Context: an optimization exercise on an open-source flow, tuned for small area, a short achievable clock period and few clock cycles. The choices shown serve that exercise and are no tape-out recipe.
RTL that was checked went through simulation tests only; none was proved equivalent to the original.
Power and IR drop assume default switching activity.

## v6
==> flow/design.v (excerpt) <==
module lsxgt_value_encoder (
    input  wire        clk,
    input  wire        rst,         
    input  wire [2:0]  dt,          
    input  wire        in_valid,
    output wire        in_ready,
    input  wire [7:0]  in_data,     
    input  wire        in_end,      
    output wire        out_valid,
    input  wire        out_ready,
    output wire [7:0]  out_data,    
    output wire        out_end,     
    output wire [1:0]  out_err,     
    output wire [15:0] out_pos      
);
    reg         rdy;        
    reg         r_valid;
    reg  [3:0]  r_d;        
    reg         r_digit;    
    reg         r_comma;
    reg         r_end;
    reg  [2:0]  r_dt;
    reg  [71:0] ps;         
    reg         fresh;      
    reg         bad;        
    reg         ovf;        
    reg  [2:0]  pdt;        
    reg  [15:0] pos;        
    reg         pinc;       
    reg         pclr;       
    reg         drain;      
    reg         hold;       
    reg         hend;       
    reg         stall;      
    reg         obusy, oH0, oH1, oV, oE;
    reg         olast;      
    reg         onov;       
    reg         oend;       
    reg  [1:0]  oerr;
    reg         oerrv;      
    reg  [7:0]  ob;         
  ...
Size: about 1200 cells after synthesis, roughly 150 flip-flops.
clock: 5.0 ns
lec_check: 0
cap_margin: 20
core_margin: 2
core_utilization: 40
cts_buf_list: sky130_fd_sc_hd__clkbuf_8
setup_slack_margin: 2.3
slew_margin: 20
run.sh (not shown) runs the stock make flow with config.mk's settings and CLKGATE_MAP_FILE= SYNTH_SCRIPT=/design/flow/synth_recipe.tcl, a recipe that flattens the netlist after the stock synthesis.
Testbench counts of v6, summed over its fixed seeds: cycles 28,140.
Changes in v7 relative to v6:
--- a/flow/design.v
+++ b/flow/design.v
@@ -31,25 +31,25 @@
     reg         drain;      
     reg         hold;       
     reg         hend;       
     reg         stall;      
     reg         obusy, oH0, oH1, oV, oE;
     reg         olast;      
     reg         onov;       
     reg         oend;       
     reg  [1:0]  oerr;
     reg         oerrv;      
     reg  [7:0]  ob;         
     reg  [7:0]  nb;         
-    reg         ocy;        
+    reg  [7:1]  oc;         
     reg  [7:1]  own;        
     function [3:0] carry10;
         input [8:0] x;
         begin
             carry10[3] = (x >= 9'd205);
             carry10[2] = (x >= 9'd103) && (x < 9'd205);
             carry10[1] = ((x >= 9'd52) && (x < 9'd103)) || ((x >= 9'd154) && (x < 9'd205)) ||
                          (x >= 9'd256);
             carry10[0] = ((x >= 9'd26) && (x < 9'd52)) || ((x >= 9'd77) && (x < 9'd103)) ||
                          ((x >= 9'd128) && (x < 9'd154)) || ((x >= 9'd180) && (x < 9'd205)) ||
                          ((x >= 9'd231) && (x < 9'd256));
         end
@@ -82,32 +82,35 @@
             3'd0: bown = 7'b0000000;
             3'd1: begin
                 bown = ge[7] ? 7'b1111111 : ge[5] ? 7'b0011111 : ge[3] ? 7'b0000111 : 7'b0000001;
                 novalue = !ge[1];
                 if (!ge[1]) bown = 7'b0000000;
             end
             3'd2: bown = ge[6] ? 7'b1111111 : ge[4] ? 7'b0011111 : ge[2] ? 7'b0000111 : 7'b0000001;
             3'd3: bown = ge[4] ? 7'b1111111 : 7'b0000111;
             default: bown = 7'b1111111;
         endcase
     end
     wire [7:1] rd = own & ~own0[6:0];
-    reg  [8:0] rsel;
+    reg  [7:0] rsel;
+    reg        rcy;
     always @(*) begin
-        rsel = 9'd0;
-        for (j = 1; j < 8; j = j + 1)
-            rsel = rsel | ({9{rd[j]}} & ps[9*j +: 9]);
-    end
-    wire [7:0] rbyte = rsel[7:0] + {7'd0, ocy};
-    wire       rcout = rsel[8] | ((&rsel[7:0]) & ocy);
+        rsel = 8'd0;
+        rcy  = 1'b0;
+        for (j = 1; j < 8; j = j + 1) begin
+            rsel = rsel | ({8{rd[j]}} & ps[9*j +: 8]);
+            rcy  = rcy | (rd[j] & oc[j]);
+        end
+    end
+    wire [7:0] rbyte = rsel + {7'd0, rcy};
     wire blocked  = hold || stall || oerrv;
     wire r_free   = !(r_valid && blocked);
     wire beat_in  = r_valid && !blocked;       
     wire in_end_r = r_end;
     wire is_digit = r_digit;
     wire term     = r_end || r_comma;
     wire digit_in = beat_in && !term;
     wire act      = beat_in && term && !drain;
     wire p_unknown = (pdt >= 3'd5);
     wire p_err     = p_unknown || bad || ovf || pcy[8];
     wire [1:0] p_code = p_unknown ? 2'd2 : 2'd1;
     wire ofinal   = oE || (olast && !oend);
@@ -133,34 +136,32 @@
         stall_n = 1'b0;
         for (j = 1; j < 8; j = j + 1)
             if (own_n[j] && !own0[j-1] &&
                 (ps[9*(j-1) +: 9] >= 9'd2))
                 stall_n = 1'b1;
         if (fresh || fresh_n)
             stall_n = 1'b0;
     end
     reg [71:0] d_ps;
     always @(*) begin : step
         reg [8:0]  v, vp, n;
         reg [3:0]  b;
-        reg [4:0]  x, xp, lo;
+        reg [7:0]  m;
         reg        take, keep;
         for (j = 0; j < 8; j = j + 1) begin
             v  = ps[9*j +: 9];
             vp = (j == 0) ? 9'd0 : ps[9*(j-1) +: 9];
             b  = (j == 0) ? r_d : (own0[j-1] ? 4'd0 : carry10(vp));
-            x  = v[4:0] + v[6:2];
-            xp = v[4:0] + v[6:2] + 5'd2;
-            lo = {1'b0, x[0], v[1:0], 1'b0} + {1'b0, b};
-            n  = lo[4] ? {(&x[4:1]), xp[4:1], lo[3:0]} : {1'b0, x[4:1], lo[3:0]};
+            m  = {v[4:0], 3'd0} + {v[6:0], 1'd0};       
+            n  = {1'b0, m} + {5'd0, b};
             take = digit_in && !own0[j];
             keep = !take && !rel0[j];
             d_ps[9*j +: 9] = ({9{take && !fresh}} & n) | ({9{keep}} & v) |
                              ((j == 0 && take && fresh) ? {5'd0, r_d} : 9'd0);
         end
     end
     always @(posedge clk) begin
         if (r_free) begin
             r_d     <= in_data[3:0];
             r_digit <= (in_data >= 8'h30) && (in_data <= 8'h39);
             r_comma <= (in_data == 8'h2C);
             r_end   <= in_end;
@@ -233,48 +234,47 @@
         end else if (can_load) begin
             obusy <= load;
             oH0   <= load && blk;
             oH1   <= 1'b0;
             oV    <= 1'b0;
             oE    <= load && !blk;
             oerr  <= (load && errk) ? p_code : 2'd0;
             oerrv <= load && errk;
             oend  <= iend;
             olast <= 1'b0;
             onov  <= novalue;
             own   <= (load && blk) ? bown : 7'd0;
-            ocy   <= ps[8];
+            oc    <= pcy[7:1];
             ob    <= (pdt == 3'd0) ? 8'h01 : 8'h20;
             nb    <= ps[7:0];
         end else begin
             if (attach)
                 oend <= 1'b1;
             own <= own_n;
             if (deliver) begin
                 if (oH0) begin
                     oH0   <= 1'b0;
                     oH1   <= 1'b1;
                     ob    <= 8'h00;
                     olast <= onov;
                 end
                 if (oH1 || oV) begin
                     oH1 <= 1'b0;
                     if (olast) begin
                         oV  <= 1'b0;
                         oE  <= 1'b1;
                     end else begin
                         oV    <= 1'b1;
                         ob    <= nb;
                         nb    <= rbyte;
-                        ocy   <= rcout;
                         olast <= (own == 7'd0);
                     end
                 end
             end
         end
     end
     assign in_ready  = rdy;
     assign out_valid = obusy;
     assign out_end   = oE;
     assign out_data  = ob;
     assign out_err   = oerr;
     assign out_pos   = oerrv ? pos : 16'd0;
--- outcome ---
v7: fraction of layout instances using a drive strength above 1 higher than v6. Depth of the most critical reg-to-reg path up 5 in v7 wrt v6. The number of global-route vias before repair in v7 sits about 3.3% above the value recorded for v6. Compared with v6, v7 ends up with more cell area. Relative to v6, proportion of power drawn by the clock network has gone down in v7. Final cell count in v7 vs v6: up 23. Comparing v7 and v6, transition time at the pin with the least slew margin is lower on v7. The synthesized cell count of v7 is lower than that of v6. Lower critical path depth goes to v6 over v7.
Testbench counts of v7, summed over its fixed seeds: cycles 28,140.

The RTL this note starts from:
==> flow/design.v <==
module lsxgt_value_encoder (
    input  wire        clk,
    input  wire        rst,         
    input  wire [2:0]  dt,          
    input  wire        in_valid,
    output wire        in_ready,
    input  wire [7:0]  in_data,     
    input  wire        in_end,      
    output wire        out_valid,
    input  wire        out_ready,
    output wire [7:0]  out_data,    
    output wire        out_end,     
    output wire [1:0]  out_err,     
    output wire [15:0] out_pos      
);
    reg         rdy;        
    reg         r_valid;
    reg  [3:0]  r_d;        
    reg         r_digit;    
    reg         r_comma;
    reg         r_end;
    reg  [2:0]  r_dt;
    reg  [71:0] ps;         
    reg         fresh;      
    reg         bad;        
    reg         ovf;        
    reg  [2:0]  pdt;        
    reg  [15:0] pos;        
    reg         pinc;       
    reg         pclr;       
    reg         drain;      
    reg         hold;       
    reg         hend;       
    reg         stall;      
    reg         obusy, oH0, oH1, oV, oE;
    reg         olast;      
    reg         onov;       
    reg         oend;       
    reg  [1:0]  oerr;
    reg         oerrv;      
    reg  [7:0]  ob;         
    reg  [7:0]  nb;         
    reg  [7:1]  oc;         
    reg  [7:1]  own;        
    function [3:0] carry10;
        input [8:0] x;
        begin
            carry10[3] = (x >= 9'd205);
            carry10[2] = (x >= 9'd103) && (x < 9'd205);
            carry10[1] = ((x >= 9'd52) && (x < 9'd103)) || ((x >= 9'd154) && (x < 9'd205)) ||
                         (x >= 9'd256);
            carry10[0] = ((x >= 9'd26) && (x < 9'd52)) || ((x >= 9'd77) && (x < 9'd103)) ||
                         ((x >= 9'd128) && (x < 9'd154)) || ((x >= 9'd180) && (x < 9'd205)) ||
                         ((x >= 9'd231) && (x < 9'd256));
        end
    endfunction
    wire [7:0] own0 = {own, 1'b0};           
    reg [71:0] n_ps;
    integer j;
    always @(*) begin : step
        reg [8:0]  v, vp;
        reg [3:0]  b;
        reg [7:0]  m;
        for (j = 0; j < 8; j = j + 1) begin
            v  = ps[9*j +: 9];
            vp = (j == 0) ? 9'd0 : ps[9*(j-1) +: 9];
            b  = (j == 0) ? r_d : (own0[j-1] ? 4'd0 : carry10(vp));
            m  = {v[4:0], 3'd0} + {v[6:0], 1'd0};       
            if (fresh)
                n_ps[9*j +: 9] = (j == 0) ? {5'd0, r_d} : 9'd0;
            else
                n_ps[9*j +: 9] = {1'b0, m} + {5'd0, b};
        end
    end
    wire ovf_set = !fresh && !own[7] && (ps[71:63] >= 9'd26);
    reg [8:0] pcy;
    reg [7:0] ge;
    always @(*) begin : resolve
        reg [8:0] v;
        reg       any;
        pcy[0] = 1'b0;
        for (j = 0; j < 8; j = j + 1) begin
            v = ps[9*j +: 9];
            pcy[j+1] = v[8] | ((&v[7:0]) & pcy[j]);
        end
        any = 1'b0;
        ge[0] = 1'b1;
        for (j = 7; j >= 1; j = j - 1) begin
            any = any | (ps[9*j +: 9] != 9'd0);
            ge[j] = any | pcy[j];
        end
    end
    reg [7:1] bown;
    reg       novalue;
    always @(*) begin
        novalue = 1'b0;
        case (pdt)
            3'd0: bown = 7'b0000000;
            3'd1: begin
                bown = ge[7] ? 7'b1111111 : ge[5] ? 7'b0011111 : ge[3] ? 7'b0000111 : 7'b0000001;
                novalue = !ge[1];
                if (!ge[1]) bown = 7'b0000000;
            end
            3'd2: bown = ge[6] ? 7'b1111111 : ge[4] ? 7'b0011111 : ge[2] ? 7'b0000111 : 7'b0000001;
            3'd3: bown = ge[4] ? 7'b1111111 : 7'b0000111;
            default: bown = 7'b1111111;
        endcase
    end
    wire [7:1] rd = own & ~own0[6:0];
    reg  [7:0] rsel;
    reg        rcy;
    always @(*) begin
        rsel = 8'd0;
        rcy  = 1'b0;
        for (j = 1; j < 8; j = j + 1) begin
            rsel = rsel | ({8{rd[j]}} & ps[9*j +: 8]);
            rcy  = rcy | (rd[j] & oc[j]);
        end
    end
    wire [7:0] rbyte = rsel + {7'd0, rcy};
    wire blocked  = hold || stall || oerrv;
    wire r_free   = !(r_valid && blocked);
    wire beat_in  = r_valid && !blocked;       
    wire in_end_r = r_end;
    wire is_digit = r_digit;
    wire term     = r_end || r_comma;
    wire digit_in = beat_in && !term;
    wire act      = beat_in && term && !drain;
    wire p_unknown = (pdt >= 3'd5);
    wire p_err     = p_unknown || bad || ovf || pcy[8];
    wire [1:0] p_code = p_unknown ? 2'd2 : 2'd1;
    wire ofinal   = oE || (olast && !oend);
    wire deliver  = obusy && out_ready;
    wire can_load = !obusy || (out_ready && ofinal);
    wire step_v   = deliver && (oH1 || oV) && !olast;    
    wire [7:1] rel = {7{step_v}} & rd;
    wire now_item = act && (!fresh || in_end_r);
    wire attach   = !hold && now_item && fresh && !can_load && !oE && !oend;
    wire go_hold  = !hold && now_item && !can_load && !attach;
    wire load     = can_load && (hold || now_item);
    wire iend     = hold ? hend : in_end_r;
    wire blk      = !fresh && !p_err;
    wire errk     = !fresh && p_err;
    wire fin      = (act && !go_hold && !hold) || (hold && can_load);
    wire [7:1] own_n = own & ~rel;
    wire       fresh_n = fin || (fresh && !digit_in) || (beat_in && drain && in_end_r);
    wire       errv_n = can_load ? (load && errk) : oerrv;
    wire       r_valid_n = r_free ? in_valid : r_valid;
    reg        stall_n;
    always @(*) begin
        stall_n = 1'b0;
        for (j = 1; j < 8; j = j + 1)
            if (own_n[j] && !(j > 1 && own_n[j-1]) && !own0[j-1] &&
                (ps[9*(j-1) +: 9] >= 9'd2))
                stall_n = 1'b1;
        if (fresh || fresh_n)
            stall_n = 1'b0;
    end
    always @(posedge clk) begin
        if (r_free) begin
            r_d     <= in_data[3:0];
            r_digit <= (in_data >= 8'h30) && (in_data <= 8'h39);
            r_comma <= (in_data == 8'h2C);
            r_end   <= in_end;
            r_dt    <= dt;
        end
        if (rst) begin
            rdy     <= 1'b1;
            r_valid <= 1'b0;
        end else begin
            rdy     <= !(r_valid_n && (go_hold || (hold && !can_load) || errv_n || stall_n));
            r_valid <= r_valid_n;
        end
        if (rst) begin
            fresh <= 1'b1;
            bad   <= 1'b0;
            ovf   <= 1'b0;
            pos   <= 16'd0;
            pinc  <= 1'b0;
            pclr  <= 1'b0;
            drain <= 1'b0;
            hold  <= 1'b0;
            stall <= 1'b0;
        end else begin
            stall <= stall_n;
            if (digit_in) begin
                fresh <= 1'b0;
                if (!is_digit) bad <= 1'b1;
                if (ovf_set) ovf <= 1'b1;
            end
            if (fin) begin
                fresh <= 1'b1;
                bad   <= 1'b0;
                ovf   <= 1'b0;
                if (load && errk)
                    drain <= !iend;
            end
            if (beat_in && !drain && (pinc || pclr)) begin
                pos  <= pclr ? 16'd0 : pos + 16'd1;
                pinc <= 1'b0;
                pclr <= 1'b0;
            end
            if (act) begin
                pinc <= !in_end_r;
                pclr <= in_end_r;
            end
            if (beat_in && drain && in_end_r) begin
                drain <= 1'b0;
                fresh <= 1'b1;
                bad   <= 1'b0;
                ovf   <= 1'b0;
                pinc  <= 1'b0;
                pclr  <= 1'b1;
            end
            if (go_hold)
                hold <= 1'b1;
            else if (can_load)
                hold <= 1'b0;
        end
        if (go_hold)
            hend <= in_end_r;
        if (digit_in) begin
            ps[8:0] <= n_ps[8:0];
            pdt     <= r_dt;
        end
        for (j = 1; j < 8; j = j + 1)
            if (rel[j])
                ps[9*j +: 9] <= 9'd0;
            else if (digit_in && !own[j])
                ps[9*j +: 9] <= n_ps[9*j +: 9];
        if (rst) begin
            obusy <= 1'b0;
            oH0 <= 1'b0; oH1 <= 1'b0; oV <= 1'b0; oE <= 1'b0;
            oerr <= 2'd0;
            oerrv <= 1'b0;
            own  <= 7'd0;
        end else if (can_load) begin
            obusy <= load;
            oH0   <= load && blk;
            oH1   <= 1'b0;
            oV    <= 1'b0;
            oE    <= load && !blk;
            oerr  <= (load && errk) ? p_code : 2'd0;
            oerrv <= load && errk;
            oend  <= iend;
            olast <= 1'b0;
            onov  <= novalue;
            own   <= (load && blk) ? bown : 7'd0;
            oc    <= pcy[7:1];
            ob    <= (pdt == 3'd0) ? 8'h01 : 8'h20;
            nb    <= ps[7:0];
        end else begin
            if (attach)
                oend <= 1'b1;
            own <= own_n;
            if (deliver) begin
                if (oH0) begin
                    oH0   <= 1'b0;
                    oH1   <= 1'b1;
                    ob    <= 8'h00;
                    olast <= onov;
                end
                if (oH1 || oV) begin
                    oH1 <= 1'b0;
                    if (olast) begin
                        oV  <= 1'b0;
                        oE  <= 1'b1;
                    end else begin
                        oV    <= 1'b1;
                        ob    <= nb;
                        nb    <= rbyte;
                        olast <= (own == 7'd0);
                    end
                end
            end
        end
    end
    assign in_ready  = rdy;
    assign out_valid = obusy;
    assign out_end   = oE;
    assign out_data  = ob;
    assign out_err   = oerr;
    assign out_pos   = oerrv ? pos : 16'd0;
endmodule
Settings: LEC_CHECK=0, CAP_MARGIN=20, CORE_MARGIN=2, CORE_UTILIZATION=40, CTS_BUF_LIST=sky130_fd_sc_hd__clkbuf_8, SETUP_SLACK_MARGIN=2.3, SLEW_MARGIN=20; clock period 5.0 ns.
standard.sh (not shown) runs the stock make flow with config.mk's settings and CLKGATE_MAP_FILE= SYNTH_SCRIPT=/design/flow/synth_recipe.tcl, a recipe that flattens the netlist after the stock synthesis.
==> flow/flow/run.sh <==
#!/bin/bash
# The standard layout (standard.sh), with one change: the port buffers
# that global placement inserts are sky130_fd_sc_hd__buf_2 instead of the cell
# buffer_ports picks by default (the delay cell clkdlybuf4s50_1).
set -euo pipefail
bash standard.sh "BUFFER_PORTS_ARGS=-buffer_cell sky130_fd_sc_hd__buf_2" finish > standard_flow.log 2>&1
Next try:
--- a/flow/design.v
+++ b/flow/design.v
@@ -54,24 +54,8 @@
                          ((x >= 9'd231) && (x < 9'd256));
         end
     endfunction
+    integer j;
     wire [7:0] own0 = {own, 1'b0};           
-    reg [71:0] n_ps;
-    integer j;
-    always @(*) begin : step
-        reg [8:0]  v, vp;
-        reg [3:0]  b;
-        reg [7:0]  m;
-        for (j = 0; j < 8; j = j + 1) begin
-            v  = ps[9*j +: 9];
-            vp = (j == 0) ? 9'd0 : ps[9*(j-1) +: 9];
-            b  = (j == 0) ? r_d : (own0[j-1] ? 4'd0 : carry10(vp));
-            m  = {v[4:0], 3'd0} + {v[6:0], 1'd0};       
-            if (fresh)
-                n_ps[9*j +: 9] = (j == 0) ? {5'd0, r_d} : 9'd0;
-            else
-                n_ps[9*j +: 9] = {1'b0, m} + {5'd0, b};
-        end
-    end
     wire ovf_set = !fresh && !own[7] && (ps[71:63] >= 9'd26);
     reg [8:0] pcy;
     reg [7:0] ge;
@@ -134,6 +118,7 @@
     wire can_load = !obusy || (out_ready && ofinal);
     wire step_v   = deliver && (oH1 || oV) && !olast;    
     wire [7:1] rel = {7{step_v}} & rd;
+    wire [7:0] rel0 = {rel, 1'b0};
     wire now_item = act && (!fresh || in_end_r);
     wire attach   = !hold && now_item && fresh && !can_load && !oE && !oend;
     wire go_hold  = !hold && now_item && !can_load && !attach;
@@ -150,11 +135,31 @@
     always @(*) begin
         stall_n = 1'b0;
         for (j = 1; j < 8; j = j + 1)
-            if (own_n[j] && !(j > 1 && own_n[j-1]) && !own0[j-1] &&
+            if (own_n[j] && !own0[j-1] &&
                 (ps[9*(j-1) +: 9] >= 9'd2))
                 stall_n = 1'b1;
         if (fresh || fresh_n)
             stall_n = 1'b0;
+    end
+    reg [71:0] d_ps;
+    always @(*) begin : step
+        reg [8:0]  v, vp, n;
+        reg [3:0]  b;
+        reg [4:0]  x, xp, lo;
+        reg        take, keep;
+        for (j = 0; j < 8; j = j + 1) begin
+            v  = ps[9*j +: 9];
+            vp = (j == 0) ? 9'd0 : ps[9*(j-1) +: 9];
+            b  = (j == 0) ? r_d : (own0[j-1] ? 4'd0 : carry10(vp));
+            x  = v[4:0] + v[6:2];
+            xp = v[4:0] + v[6:2] + 5'd2;
+            lo = {1'b0, x[0], v[1:0], 1'b0} + {1'b0, b};
+            n  = lo[4] ? {(&x[4:1]), xp[4:1], lo[3:0]} : {1'b0, x[4:1], lo[3:0]};
+            take = digit_in && !own0[j];
+            keep = !take && !rel0[j];
+            d_ps[9*j +: 9] = ({9{take && !fresh}} & n) | ({9{keep}} & v) |
+                             ((j == 0 && take && fresh) ? {5'd0, r_d} : 9'd0);
+        end
     end
     always @(posedge clk) begin
         if (r_free) begin
@@ -219,15 +224,9 @@
         end
         if (go_hold)
             hend <= in_end_r;
-        if (digit_in) begin
-            ps[8:0] <= n_ps[8:0];
-            pdt     <= r_dt;
-        end
-        for (j = 1; j < 8; j = j + 1)
-            if (rel[j])
-                ps[9*j +: 9] <= 9'd0;
-            else if (digit_in && !own[j])
-                ps[9*j +: 9] <= n_ps[9*j +: 9];
+        if (digit_in)
+            pdt <= r_dt;
+        ps <= d_ps;
         if (rst) begin
             obusy <= 1'b0;
             oH0 <= 1'b0; oH1 <= 1'b0; oV <= 1'b0; oE <= 1'b0;
Result: Non-clock buffer count is lower by 54; total power is higher by about 1.6%; combinational power is lower by about 22%; die area is lower by about 2.4%; first-iteration DRC count is lower by about 3.2%; final area is lower by 7.4%; setup slack improved by 0.24 ns; area after synthesis is lower by about 2.5%; wire length is lower by about 11%.
No functional check of the RTL was part of any run of this note.

port drivers added, routing unchanged:
The flow's constraints put no driver on any port. The routed layouts listed below were extracted and timed again, unchanged, in two steps. Step 1, drivers: a clkbuf_16 drives clk and a buf_2 each remaining input, both assumed. Step 2 adds t to the input delays and takes it off the output delays; t is the mean of the earliest and latest rising clock arrival at the registers after step 1. Input paths then give back, and output paths get back, about the clock's delay inside the block. Three values: ideal ports, drivers, drivers and shift; two values: the first two.
| run | t, ns | setup WS [ns] | latest minus earliest clock arrival (ns) |
|---|---|---|---|
| v6 | 0.516 | 2.371 / 2.330 / 1.862 | 0.020 / 0.021 |
| v7 | 0.499 | 2.272 / 2.272 / 1.885 | 0.017 / 0.017 |
| the first run of note 2 | 0.508 | 2.175 / 2.175 / 2.001 | 0.017 / 0.017 |
| the second run of note 2 | 0.512 | 2.413 / 2.413 / 2.116 | 0.021 / 0.021 |
After both steps setup and hold are still met in every run listed. The setup slack of v6, which loses most, moves by -0.041 ns with the drivers and by -0.509 ns with both steps.
